This design comes from an exercise in tuning for small area, a short achievable clock period and few clock cycles on the open sky130 flow, not from production work.
The RTL was checked by simulation tests, not by an equivalence proof against the original design.

==> 06-27: inputs <==
==> flow/design.v <==
module radix_converter (
    input  wire       clk,
    input  wire       rst,         
    input  wire       in_we,
    input  wire [5:0] in_addr,
    input  wire [7:0] in_wdata,
    input  wire       start,
    input  wire [6:0] in_len,
    input  wire [8:0] src_base,
    input  wire [8:0] dst_base,
    output reg        busy,
    output reg        done,
    output reg        err,
    output reg  [7:0] errcode,
    output reg  [6:0] out_len,
    input  wire [5:0] out_addr,
    output wire [7:0] out_rdata
);
    localparam P  = 4;             
    localparam LP = 2;             
    localparam R4 = 2;             
    localparam [7:0] ERR_BASE     = 8'h02;
    localparam [7:0] ERR_DIGIT    = 8'h03;
    localparam [7:0] ERR_CAPACITY = 8'h07;
    reg [7:0] in_mem [0:63];       
    reg [7:0] mem    [0:63];       
    always @(posedge clk) begin
        if (in_we)
            in_mem[in_addr] <= in_wdata;
    end
    reg [8:0] a;                   
    reg [8:0] b;                   
    reg [5:0] olm1;                
    reg       pk;                  
    reg [3:0] aw;                  
    reg [3:0] bw;                  
    function [3:0] msb_pos;        
        input [8:0] v;
        integer i;
        begin
            msb_pos = 4'd0;
            for (i = 1; i < 9; i = i + 1)
                if (v[i]) msb_pos = i[3:0];
        end
    endfunction
    wire [3:0]  ea  = msb_pos(src_base);
    wire [3:0]  eb  = msb_pos(dst_base);
    wire [11:0] sa  = {src_base, 3'b000} >> ea;   
    wire [11:0] sb  = {dst_base, 3'b000} >> eb;
    wire [8:0]  low_mask = (ea > 4'd3) ? ((9'd1 << (ea - 4'd3)) - 9'd1) : 9'd0;
    wire        sticky   = ((src_base & low_mask) != 9'd0);
    wire [3:0]  mas = {1'b0, sa[2:0]} + {3'b0, sticky};
    wire [3:0]  tab = (mas == 4'd0) ? 4'd0 : (mas == 4'd8) ? 4'd8 : mas + 4'd1;
    wire [6:0]  la8 = {ea[2:0], 3'b000} + {3'b0, tab} + (ea[3] ? 7'd64 : 7'd0);
    wire [6:0]  lb8 = {eb[2:0], sb[2:0]} + (eb[3] ? 7'd64 : 7'd0);
    wire        a_p2 = ((src_base & (src_base - 9'd1)) == 9'd0);
    wire        b_p2 = ((dst_base & (dst_base - 9'd1)) == 9'd0);
    reg [9:0] e_num;               
    reg [6:0] e_den;
    reg [5:0] e_q;
    reg [1:0] e_cnt;
    wire      e_rdy = (e_cnt == 2'd0);
    wire [3:0]  e_sh1 = {1'b0, e_cnt, 1'b0} - 4'd1;
    wire [3:0]  e_sh2 = {1'b0, e_cnt, 1'b0} - 4'd2;
    wire [15:0] e_sub1 = {9'd0, e_den} << e_sh1;
    wire [15:0] e_sub2 = {9'd0, e_den} << e_sh2;
    wire        e_q1  = ({6'd0, e_num} >= e_sub1);
    wire [9:0]  e_n1  = e_q1 ? e_num - e_sub1[9:0] : e_num;
    wire        e_q2  = ({6'd0, e_n1} >= e_sub2);
    wire [9:0]  e_n2  = e_q2 ? e_n1 - e_sub2[9:0] : e_n1;
    reg  [7:0] dptr;               
    reg  [7:0] din;                
    wire       dreal = !dptr[7];
    wire [7:0] dval  = in_mem[dptr[5:0]];
    wire       dge   = (a[8] == 1'b0) && (dval >= a[7:0]);    
    wire [6:0] pad   = (7'd0 - in_len) & (P - 1);               
    reg        rd_on;              
    reg        lastp;              
    reg [7:0]  rj;                 
    reg [7:0]  s_prev;             
    reg [6:0]  len_done;           
    reg [6:0]  gleft;              
    reg        ovf;                
    wire [6:0] len_eff;            
    wire [7:0] s_need  = {1'b0, len_eff} + {2'b0, e_q};
    wire       rd_last = rd_on && (rj >= P) && e_rdy && (rj + 8'd1 >= s_need);
    wire       byp     = (s_prev == P + 1);   
    wire       rd_fin  = rd_last && lastp;
    wire       hbad    = rd_on && (rj < P) && dreal && dge;
    reg [7:0] tx [0:P];
    reg       tv [0:P];
    reg       tf [0:P];            
    reg       tl [0:P];            
    reg       tz [0:P];            
    reg [7:0] pc [0:P-1];          
    wire [5:0] rd_idx = busy ? rj[5:0] : (olm1 - out_addr);
    wire [7:0] rd_val = mem[rd_idx];
    assign out_rdata  = rd_val;
    reg  [7:0] jw;
    reg  [7:0] len_acc;
    wire [7:0] jw_cur  = tf[P] ? 8'd0 : jw + 8'd1;
    wire       w_nz    = (tx[P] != 8'd0);
    wire [7:0] len_cur = w_nz ? jw_cur + 8'd1 : (tf[P] ? 8'd0 : len_acc);
    wire       ovf_cur = ovf || (tv[P] && w_nz && jw_cur[7:6] != 2'b00);
    wire [6:0] len_fin = ovf_cur ? 7'd64 : len_cur[6:0];
    assign     len_eff = (tv[P] && tl[P]) ? len_fin : len_done;
    wire [7:0] chain_or;
    wire       h_zero  = lastp && rd_on && (rj >= P + 1) && ({1'b0, rj} >= {2'b0, len_done})
                         && (chain_or == 8'd0);
    wire       h_end   = (tv[P] && tz[P]) || h_zero;
    wire [9:0]  b2 = {b, 1'b0};
    wire [10:0] b3 = {b, 1'b0} + {2'b0, b};
    wire [7:0]  or_x [0:P];
    assign or_x[0] = tx[0];
    genvar k;
    generate
        for (k = 0; k < P; k = k + 1) begin : pe
            wire [7:0]  dsel = tf[k] ? din : 8'd0;
            wire [16:0] t    = tx[k] * a + {9'd0, dsel} + {9'd0, pc[k]};
            wire [7:0]  q;
            wire [7:0]  r;
            radix_converter_div #(.R4(R4)) u_div (.t(t), .b(b), .b2(b2), .b3(b3), .q(q), .r(r));
            always @(posedge clk) begin
                pc[k]    <= tv[k] ? q : 8'd0;
                tx[k+1]  <= r;
            end
            if (k < P - 1) begin : o
                assign or_x[k+1] = or_x[k] | tx[k+1] | pc[k];
            end else begin : o
                assign or_x[k+1] = or_x[k] | pc[k];
            end
        end
    endgenerate
    assign chain_or = or_x[P];
    reg        p_rd;               
    reg        p_more;             
    reg [7:0]  p_ir;               
    reg [3:0]  p_in;               
    reg [7:0]  p_or;               
    reg [3:0]  p_on_n;             
    reg [6:0]  p_j;                
    reg        p_j64;              
    reg [6:0]  p_len;
    wire       p_on   = busy && pk;
    wire       p_have = (p_in != 4'd0) || p_rd;
    wire       p_flush = !p_have && !p_more && (p_on_n != 4'd0);
    wire       p_step = p_have || p_flush;
    wire [7:0] p_src  = (p_in != 4'd0) ? p_ir : din;
    wire       p_bit  = p_have & p_src[0];
    wire [3:0] p_in1  = p_have ? ((p_in != 4'd0) ? p_in : aw) - 4'd1 : 4'd0;
    wire [7:0] p_ins  = 8'd1 << (bw - 4'd1);
    wire [7:0] p_or1  = (p_or >> 1) | (p_bit ? p_ins : 8'd0);
    wire       p_emit = p_on && p_step && (p_on_n + 4'd1 == bw);
    wire       p_issue = p_on && p_more && (p_in1 == 4'd0);
    wire       p_bad  = p_on && p_rd && (p_in == 4'd0) && ((din >> aw) != 8'd0);
    wire       p_ovf  = ovf || (p_emit && p_j64 && p_or1 != 8'd0);
    wire       p_end  = p_on && !p_have && !p_more && (p_on_n == 4'd0);
    wire [7:0] p_dig  = p_or1;
    integer m;
    always @(posedge clk) begin
        for (m = 0; m < P; m = m + 1) begin
            tf[m+1] <= tf[m];
            tl[m+1] <= tl[m];
            tz[m+1] <= tz[m];
        end
    end
    wire fin    = busy && (pk ? p_end : h_end);
    wire fin_ov = pk ? ovf : ovf_cur;
    wire [7:0] fin_len = pk ? {1'b0, p_len} : len_cur;
    always @(posedge clk) begin
        if (rst) begin
            busy    <= 1'b0;
            done    <= 1'b0;
            err     <= 1'b0;
            errcode <= 8'h00;
            out_len <= 7'd0;
            olm1    <= 6'd0;
            rd_on   <= 1'b0;
            for (m = 0; m <= P; m = m + 1)
                tv[m] <= 1'b0;
        end else begin
            for (m = 0; m < P; m = m + 1)
                tv[m+1] <= tv[m];
            tv[0] <= rd_on;
            if (!busy) begin
                if (start) begin
                    done    <= 1'b0;
                    err     <= 1'b0;
                    errcode <= 8'h00;
                    out_len <= 7'd0;
                    if (in_len > 7'd64) begin
                        done    <= 1'b1;
                        err     <= 1'b1;
                        errcode <= ERR_CAPACITY;
                    end else if (src_base < 9'd2 || src_base > 9'd256 ||
                                 dst_base < 9'd2 || dst_base > 9'd256) begin
                        done    <= 1'b1;
                        err     <= 1'b1;
                        errcode <= ERR_BASE;
                    end else begin
                        busy  <= 1'b1;
                        rd_on <= !(a_p2 && b_p2 && in_len != 7'd0);
                    end
                end
            end else if (hbad || p_bad) begin
                busy    <= 1'b0;
                done    <= 1'b1;
                err     <= 1'b1;
                errcode <= ERR_DIGIT;
                rd_on   <= 1'b0;
                for (m = 0; m <= P; m = m + 1)
                    tv[m] <= 1'b0;
            end else begin
                if (rd_fin)
                    rd_on <= 1'b0;
                if (fin) begin
                    busy  <= 1'b0;
                    done  <= 1'b1;
                    rd_on <= 1'b0;
                    for (m = 0; m <= P; m = m + 1)
                        tv[m] <= 1'b0;
                    if (fin_ov) begin
                        err     <= 1'b1;
                        errcode <= ERR_CAPACITY;
                    end else begin
                        out_len <= (fin_len == 8'd0) ? 7'd1 : fin_len[6:0];
                        olm1    <= (fin_len == 8'd0) ? 6'd0 : fin_len[5:0] - 6'd1;
                    end
                end
            end
        end
    end
    always @(posedge clk) begin
        if (!busy) begin
            a        <= src_base;
            b        <= dst_base;
            pk       <= a_p2 && b_p2 && (in_len != 7'd0);
            aw       <= ea;
            bw       <= eb;
            rj       <= 8'd0;
            s_prev   <= 8'd0;
            len_done <= 7'd0;
            gleft    <= (in_len == 7'd0) ? 7'd1 : ({1'b0, in_len} + P - 1) >> LP;
            lastp    <= (in_len <= P);
            ovf      <= 1'b0;
            e_num    <= ({3'b0, la8} << LP) + {3'b0, lb8} - 10'd1;
            e_den    <= lb8;
            e_q      <= 6'd0;
            e_cnt    <= 2'd3;
            p_rd     <= 1'b0;
            p_more   <= 1'b1;
            p_in     <= 4'd0;
            p_or     <= 8'd0;
            p_on_n   <= 4'd0;
            p_j      <= 7'd0;
            p_j64    <= 1'b0;
            p_len    <= 7'd0;
            if (a_p2 && b_p2 && in_len != 7'd0)
                dptr <= {1'b0, in_len} - 8'd1;       
            else
                dptr <= (in_len == 7'd0) ? (8'd0 - P) : (8'd0 - {1'b0, pad});
        end else if (pk) begin
            p_rd <= p_issue;
            if (p_issue) begin
                din    <= dval;
                dptr   <= dptr - 8'd1;
                p_more <= (dptr != 8'd0);
            end
            if (p_step) begin
                p_ir   <= p_src >> 1;
                p_in   <= p_in1;
                p_or   <= p_emit ? 8'd0 : p_or1;
                p_on_n <= p_emit ? 4'd0 : p_on_n + 4'd1;
            end
            if (p_emit) begin
                p_j   <= p_j + 7'd1;
                if (p_j == 7'd63)
                    p_j64 <= 1'b1;
                if (p_dig != 8'd0 && !p_j64)
                    p_len <= p_j + 7'd1;
                ovf   <= p_ovf;
            end
        end else begin
            if (!e_rdy) begin
                e_num <= e_n2;
                e_q   <= {e_q[3:0], e_q1, e_q2};
                e_cnt <= e_cnt - 2'd1;
            end
            if (rd_last) begin
                rj     <= 8'd0;
                s_prev <= rj + 8'd1;
                gleft  <= gleft - 7'd1;
                lastp  <= (gleft == 7'd2);
            end else begin
                rj <= rj + 8'd1;
            end
            if (rd_on && rj < P) begin
                din  <= dreal ? dval : 8'd0;
                dptr <= dptr + 8'd1;
            end
            if (tv[P]) begin
                jw      <= jw_cur;
                len_acc <= len_cur;
                ovf     <= ovf_cur;
                if (tl[P])
                    len_done <= len_fin;
            end
        end
        tx[0] <= (rd_on && rj < s_prev && rj < 8'd64) ? (byp ? tx[P] : rd_val) : 8'd0;
        tf[0] <= (rj == 8'd0);
        tl[0] <= rd_last;
        tz[0] <= rd_fin;
    end
    wire       w_h  = busy && !pk && tv[P] && jw_cur[7:6] == 2'b00;
    wire       w_p  = p_emit && !p_j64;
    always @(posedge clk) begin
        if (w_h || w_p)
            mem[pk ? p_j[5:0] : jw_cur[5:0]] <= pk ? p_dig : tx[P];
    end
endmodule
module radix_converter_div #(
    parameter R4 = 2
) (
    input  wire [16:0] t,
    input  wire [8:0]  b,
    input  wire [9:0]  b2,
    input  wire [10:0] b3,
    output wire [7:0]  q,
    output wire [7:0]  r
);
    wire [16:0] rem [0:8];
    assign rem[8] = t;
    genvar j, i;
    generate
        for (j = 0; j < R4; j = j + 1) begin : r4
            localparam LP = 6 - 2 * j;
            wire [10:0] hi = rem[LP+2][LP+10:LP];
            wire [11:0] d1 = {1'b0, hi} - {3'b0, b};
            wire [11:0] d2 = {1'b0, hi} - {2'b0, b2};
            wire [11:0] d3 = {1'b0, hi} - {1'b0, b3};
            wire [10:0] nh = !d3[11] ? d3[10:0] : !d2[11] ? d2[10:0] : !d1[11] ? d1[10:0] : hi;
            assign q[LP+1] = !d2[11];
            assign q[LP]   = !d3[11] | (d2[11] & !d1[11]);
            assign rem[LP+1] = 17'd0;
            if (LP > 0) begin : m
                assign rem[LP] = {{(6-LP){1'b0}}, nh, rem[LP+2][LP-1:0]};
            end else begin : m
                assign rem[LP] = {6'd0, nh};
            end
        end
        for (i = 7 - 2 * R4; i >= 0; i = i - 1) begin : r2
            wire [9:0]  hi = rem[i+1][i+9:i];
            wire [10:0] d  = {1'b0, hi} - {2'b0, b};
            assign q[i] = ~d[10];
            if (i > 0) begin : m
                assign rem[i] = d[10] ? rem[i+1] : {{(7-i){1'b0}}, d[9:0], rem[i+1][i-1:0]};
            end else begin : m
                assign rem[i] = d[10] ? rem[i+1] : {7'd0, d[9:0]};
            end
        end
    endgenerate
    assign r = rem[0][7:0];
endmodule
==> flow/run.sh <==
#!/bin/bash
# synth_recipe.tcl (not shown) runs the flow's synth.tcl, then flattens the netlist and writes it again
# the make line also repeats each setting of config.mk as NAME=value (left out here)
make -C /OpenROAD-flow-scripts/flow DESIGN_CONFIG=/design/flow/config.mk WORK_HOME=/design/flow/orfs CLKGATE_MAP_FILE= SYNTH_SCRIPT=/design/flow/synth_recipe.tcl finish
==> flow/config.mk <==
export PLATFORM = sky130hd
export DESIGN_NAME = radix_converter
export DESIGN_NICKNAME = radix_converter
export VERILOG_FILES = /design/flow/design.v
export SDC_FILE = /design/flow/constraint.sdc
export NUM_CORES = 4
export LEC_CHECK = 0
export CAP_MARGIN = 20
export CORE_MARGIN = 2
export CORE_UTILIZATION = 40
export SLEW_MARGIN = 20
==> flow/constraint.sdc <==
create_clock -name core_clock -period 40.0 [get_ports {clk}]
set_input_delay 8.0000 -clock core_clock [delete_from_list [all_inputs] [get_ports {clk}]]
set_output_delay 8.0000 -clock core_clock [all_outputs]
set_load 0.01 [all_outputs]
==> 04-26: changes against 06-27 <==
--- a/flow/design.v
+++ b/flow/design.v
@@ -19,5 +19,5 @@
     localparam P  = 4;             
     localparam LP = 2;             
-    localparam R4 = 2;             
+    localparam R4 = 0;             
     localparam [7:0] ERR_BASE     = 8'h02;
     localparam [7:0] ERR_DIGIT    = 8'h03;
@@ -72,5 +72,7 @@
     reg  [7:0] din;                
     wire       dreal = !dptr[7];
-    wire [7:0] dval  = in_mem[dptr[5:0]];
+    wire [5:0] daddr = busy ? dptr[5:0] : (in_len[5:0] - 6'd1);
+    wire [7:0] dval  = in_mem[daddr];
+    wire [7:0] dval0 = dval;
     wire       dge   = (a[8] == 1'b0) && (dval >= a[7:0]);    
     wire [6:0] pad   = (7'd0 - in_len) & (P - 1);               
@@ -84,8 +86,13 @@
     wire [6:0] len_eff;            
     wire [7:0] s_need  = {1'b0, len_eff} + {2'b0, e_q};
-    wire       rd_last = rd_on && (rj >= P) && e_rdy && (rj + 8'd1 >= s_need);
-    wire       byp     = (s_prev == P + 1);   
+    reg        fp;                 
+    reg        e_le;               
+    wire       rd_last = rd_on && ((rj == P - 1 && fp && e_le) ||
+                                   (rj >= P && e_rdy && rj + 8'd1 >= s_need));
+    wire       byp0    = (s_prev == P);       
+    wire       byp1    = (s_prev == P + 1);   
     wire       rd_fin  = rd_last && lastp;
     wire       hbad    = rd_on && (rj < P) && dreal && dge;
+    reg        bad0;               
     reg [7:0] tx [0:P];
     reg       tv [0:P];
@@ -112,4 +119,5 @@
     wire [10:0] b3 = {b, 1'b0} + {2'b0, b};
     wire [7:0]  or_x [0:P];
+    wire [7:0]  pe_r [0:P-1];      
     assign or_x[0] = tx[0];
     genvar k;
@@ -121,4 +129,5 @@
             wire [7:0]  r;
             radix_converter_div #(.R4(R4)) u_div (.t(t), .b(b), .b2(b2), .b3(b3), .q(q), .r(r));
+            assign pe_r[k] = r;
             always @(posedge clk) begin
                 pc[k]    <= tv[k] ? q : 8'd0;
@@ -201,7 +210,8 @@
                         busy  <= 1'b1;
                         rd_on <= !(a_p2 && b_p2 && in_len != 7'd0);
+                        tv[0] <= !(a_p2 && b_p2 && in_len != 7'd0);
                     end
                 end
-            end else if (hbad || p_bad) begin
+            end else if (hbad || p_bad || bad0) begin
                 busy    <= 1'b0;
                 done    <= 1'b1;
@@ -238,5 +248,7 @@
             aw       <= ea;
             bw       <= eb;
-            rj       <= 8'd0;
+            rj       <= 8'd1;
+            fp       <= 1'b1;
+            e_le     <= (la8 <= lb8);
             s_prev   <= 8'd0;
             len_done <= 7'd0;
@@ -248,6 +260,4 @@
             e_q      <= 6'd0;
             e_cnt    <= 2'd3;
-            p_rd     <= 1'b0;
-            p_more   <= 1'b1;
             p_in     <= 4'd0;
             p_or     <= 8'd0;
@@ -256,8 +266,15 @@
             p_j64    <= 1'b0;
             p_len    <= 7'd0;
-            if (a_p2 && b_p2 && in_len != 7'd0)
-                dptr <= {1'b0, in_len} - 8'd1;       
-            else
-                dptr <= (in_len == 7'd0) ? (8'd0 - P) : (8'd0 - {1'b0, pad});
+            bad0     <= 1'b0;
+            if (a_p2 && b_p2 && in_len != 7'd0) begin
+                din    <= dval0;
+                p_rd   <= 1'b1;
+                p_more <= (in_len != 7'd1);
+                dptr   <= {1'b0, in_len} - 8'd2;
+            end else begin
+                din    <= (in_len != 7'd0 && pad == 7'd0) ? in_mem[0] : 8'd0;
+                bad0   <= (in_len != 7'd0 && pad == 7'd0) && (src_base <= {1'b0, in_mem[0]});
+                dptr   <= (in_len == 7'd0) ? (8'd1 - P) : (8'd1 - {1'b0, pad});
+            end
         end else if (pk) begin
             p_rd <= p_issue;
@@ -288,4 +305,5 @@
             end
             if (rd_last) begin
+                fp     <= 1'b0;
                 rj     <= 8'd0;
                 s_prev <= rj + 8'd1;
@@ -307,8 +325,16 @@
             end
         end
-        tx[0] <= (rd_on && rj < s_prev && rj < 8'd64) ? (byp ? tx[P] : rd_val) : 8'd0;
-        tf[0] <= (rj == 8'd0);
-        tl[0] <= rd_last;
-        tz[0] <= rd_fin;
+        if (!busy) begin
+            tx[0] <= 8'd0;
+            tf[0] <= 1'b1;
+            tl[0] <= 1'b0;
+            tz[0] <= 1'b0;
+        end else begin
+            tx[0] <= (rd_on && rj < s_prev && rj < 8'd64) ?
+                     (byp0 ? pe_r[P-1] : byp1 ? tx[P] : rd_val) : 8'd0;
+            tf[0] <= (rj == 8'd0);
+            tl[0] <= rd_last;
+            tz[0] <= rd_fin;
+        end
     end
     wire       w_h  = busy && !pk && tv[P] && jw_cur[7:6] == 2'b00;
==> flow/flow/run.sh (new file) <==
#!/bin/bash
set -euo pipefail
bash standard.sh SETUP_SLACK_MARGIN=20.5 "BUFFER_PORTS_ARGS=-buffer_cell sky130_fd_sc_hd__buf_4" finish > flow_standard.log 2>&1
==> flow/standard.sh (new file) <==
#!/bin/bash
# synth_recipe.tcl (not shown) runs the flow's synth.tcl, then flattens the netlist and writes it again
# the make line also repeats each setting of config.mk as NAME=value (left out here)
make -C /OpenROAD-flow-scripts/flow DESIGN_CONFIG=/design/flow/config.mk WORK_HOME=/design/flow/orfs CLKGATE_MAP_FILE= SYNTH_SCRIPT=/design/flow/synth_recipe.tcl "${@:-finish}"
--- a/flow/config.mk
+++ b/flow/config.mk
@@ -6,6 +6,9 @@
 export NUM_CORES = 4
 export LEC_CHECK = 0
-export CAP_MARGIN = 20
+export ABC_AREA = 1
+export CAP_MARGIN = 10
 export CORE_MARGIN = 2
-export CORE_UTILIZATION = 40
-export SLEW_MARGIN = 20
+export CORE_UTILIZATION = 50
+export CTS_CLUSTER_DIAMETER = 120
+export CTS_CLUSTER_SIZE = 20
+export SLEW_MARGIN = 10
removed: flow/run.sh
==> 07-17: changes against 06-27 <==
--- a/flow/design.v
+++ b/flow/design.v
@@ -72,5 +72,7 @@
     reg  [7:0] din;                
     wire       dreal = !dptr[7];
-    wire [7:0] dval  = in_mem[dptr[5:0]];
+    wire [5:0] daddr = busy ? dptr[5:0] : (in_len[5:0] - 6'd1);
+    wire [7:0] dval  = in_mem[daddr];
+    wire [7:0] dval0 = dval;
     wire       dge   = (a[8] == 1'b0) && (dval >= a[7:0]);    
     wire [6:0] pad   = (7'd0 - in_len) & (P - 1);               
@@ -84,8 +86,13 @@
     wire [6:0] len_eff;            
     wire [7:0] s_need  = {1'b0, len_eff} + {2'b0, e_q};
-    wire       rd_last = rd_on && (rj >= P) && e_rdy && (rj + 8'd1 >= s_need);
-    wire       byp     = (s_prev == P + 1);   
+    reg        fp;                 
+    reg        e_le;               
+    wire       rd_last = rd_on && ((rj == P - 1 && fp && e_le) ||
+                                   (rj >= P && e_rdy && rj + 8'd1 >= s_need));
+    wire       byp0    = (s_prev == P);       
+    wire       byp1    = (s_prev == P + 1);   
     wire       rd_fin  = rd_last && lastp;
     wire       hbad    = rd_on && (rj < P) && dreal && dge;
+    reg        bad0;               
     reg [7:0] tx [0:P];
     reg       tv [0:P];
@@ -112,4 +119,5 @@
     wire [10:0] b3 = {b, 1'b0} + {2'b0, b};
     wire [7:0]  or_x [0:P];
+    wire [7:0]  pe_r [0:P-1];      
     assign or_x[0] = tx[0];
     genvar k;
@@ -121,4 +129,5 @@
             wire [7:0]  r;
             radix_converter_div #(.R4(R4)) u_div (.t(t), .b(b), .b2(b2), .b3(b3), .q(q), .r(r));
+            assign pe_r[k] = r;
             always @(posedge clk) begin
                 pc[k]    <= tv[k] ? q : 8'd0;
@@ -201,7 +210,8 @@
                         busy  <= 1'b1;
                         rd_on <= !(a_p2 && b_p2 && in_len != 7'd0);
+                        tv[0] <= !(a_p2 && b_p2 && in_len != 7'd0);
                     end
                 end
-            end else if (hbad || p_bad) begin
+            end else if (hbad || p_bad || bad0) begin
                 busy    <= 1'b0;
                 done    <= 1'b1;
@@ -238,5 +248,7 @@
             aw       <= ea;
             bw       <= eb;
-            rj       <= 8'd0;
+            rj       <= 8'd1;
+            fp       <= 1'b1;
+            e_le     <= (la8 <= lb8);
             s_prev   <= 8'd0;
             len_done <= 7'd0;
@@ -248,6 +260,4 @@
             e_q      <= 6'd0;
             e_cnt    <= 2'd3;
-            p_rd     <= 1'b0;
-            p_more   <= 1'b1;
             p_in     <= 4'd0;
             p_or     <= 8'd0;
@@ -256,8 +266,15 @@
             p_j64    <= 1'b0;
             p_len    <= 7'd0;
-            if (a_p2 && b_p2 && in_len != 7'd0)
-                dptr <= {1'b0, in_len} - 8'd1;       
-            else
-                dptr <= (in_len == 7'd0) ? (8'd0 - P) : (8'd0 - {1'b0, pad});
+            bad0     <= 1'b0;
+            if (a_p2 && b_p2 && in_len != 7'd0) begin
+                din    <= dval0;
+                p_rd   <= 1'b1;
+                p_more <= (in_len != 7'd1);
+                dptr   <= {1'b0, in_len} - 8'd2;
+            end else begin
+                din    <= (in_len != 7'd0 && pad == 7'd0) ? in_mem[0] : 8'd0;
+                bad0   <= (in_len != 7'd0 && pad == 7'd0) && (src_base <= {1'b0, in_mem[0]});
+                dptr   <= (in_len == 7'd0) ? (8'd1 - P) : (8'd1 - {1'b0, pad});
+            end
         end else if (pk) begin
             p_rd <= p_issue;
@@ -288,4 +305,5 @@
             end
             if (rd_last) begin
+                fp     <= 1'b0;
                 rj     <= 8'd0;
                 s_prev <= rj + 8'd1;
@@ -307,8 +325,16 @@
             end
         end
-        tx[0] <= (rd_on && rj < s_prev && rj < 8'd64) ? (byp ? tx[P] : rd_val) : 8'd0;
-        tf[0] <= (rj == 8'd0);
-        tl[0] <= rd_last;
-        tz[0] <= rd_fin;
+        if (!busy) begin
+            tx[0] <= 8'd0;
+            tf[0] <= 1'b1;
+            tl[0] <= 1'b0;
+            tz[0] <= 1'b0;
+        end else begin
+            tx[0] <= (rd_on && rj < s_prev && rj < 8'd64) ?
+                     (byp0 ? pe_r[P-1] : byp1 ? tx[P] : rd_val) : 8'd0;
+            tf[0] <= (rj == 8'd0);
+            tl[0] <= rd_last;
+            tz[0] <= rd_fin;
+        end
     end
     wire       w_h  = busy && !pk && tv[P] && jw_cur[7:6] == 2'b00;
==> flow/flow/run.sh (new file) <==
#!/bin/bash
set -euo pipefail
bash standard.sh SETUP_SLACK_MARGIN=20 finish > flow_standard.log 2>&1
==> flow/standard.sh (new file) <==
#!/bin/bash
# synth_recipe.tcl (not shown) runs the flow's synth.tcl, then flattens the netlist and writes it again
# the make line also repeats each setting of config.mk as NAME=value (left out here)
make -C /OpenROAD-flow-scripts/flow DESIGN_CONFIG=/design/flow/config.mk WORK_HOME=/design/flow/orfs CLKGATE_MAP_FILE= SYNTH_SCRIPT=/design/flow/synth_recipe.tcl "${@:-finish}"
--- a/flow/config.mk
+++ b/flow/config.mk
@@ -8,4 +8,6 @@
 export CAP_MARGIN = 20
 export CORE_MARGIN = 2
-export CORE_UTILIZATION = 40
+export CORE_UTILIZATION = 55
+export CTS_BUF_LIST = sky130_fd_sc_hd__clkbuf_8
+export CTS_CLUSTER_SIZE = 24
 export SLEW_MARGIN = 20
removed: flow/run.sh
==> qor summary <==
metric                                                                                  04-26        07-17        06-27
Initial core utilization                                                                50.4%        55.3%        40.2%
DIE WIDTH                                                                              412 um       397 um       462 um
Fraction of standard cell area in multi-input logic                                     45.4%        48.8%        47.8%
Final period utilization                                                                48.4%        50.0%        53.6%
Largest net degree at the start of global routing                                         100           98          129
Synthesis-stage register bit count                                                      1,287        1,287        1,290
Share of final-layout standard cells stronger than drive strength 1                     8.50%        13.5%        10.3%
Clock input transition at the sequential cells of the worst setup and hold paths      0.09 ns      0.06 ns      0.06 ns
Number of gates on the worst path with buffers counted                                     18           13           13
Arr. time, crit path                                                                 11.37 ns     12.01 ns     13.46 ns
Total clock buffers created by CTS                                                         76          216          137
Run status                                                           timing/DRC/antenna clean  timing/DRC/antenna clean  timing/DRC/antenna clean
Area taken by multi-input logic gates                                             41,100 um^2  46,000 um^2  44,000 um^2
Testbench counts of 06-27, summed over its fixed seeds: cycles 37,706.
Testbench counts of 04-26, summed over its fixed seeds: cycles 37,272.
Testbench counts of 07-17, summed over its fixed seeds: cycles 37,272.

re-timing with driven ports:
Ports are ideal in the flow. The routed layouts listed here were re-timed in OpenROAD.
Step 1, drivers: a clkbuf_16 drives clk and a buf_2 each remaining input, both assumed.
Step 2 times the ports against the registers' clock, not the clock port: input delays grow and output delays shrink by t, the midpoint of the rising clock arrivals with the driver on.
Three values: ideal, step 1, step 2; two values: the first two.
run | t, ns | slack for setup (ns) | worst data-port slew with drivers (ns) | cell pins on the clock port's net
06-27 | 0.850 | 18.542 / 18.521 / 18.521 | 0.17 | 1
04-26 | 0.790 | 20.633 / 20.607 / 20.607 | 0.21 | 1
07-17 | 1.026 | 19.986 / 19.964 / 19.964 | 0.19 | 1
After both steps every run listed still meets setup and hold. For 04-26, which loses most, drivers alone change the setup slack by -0.026 ns; drivers and shift together by -0.026 ns.
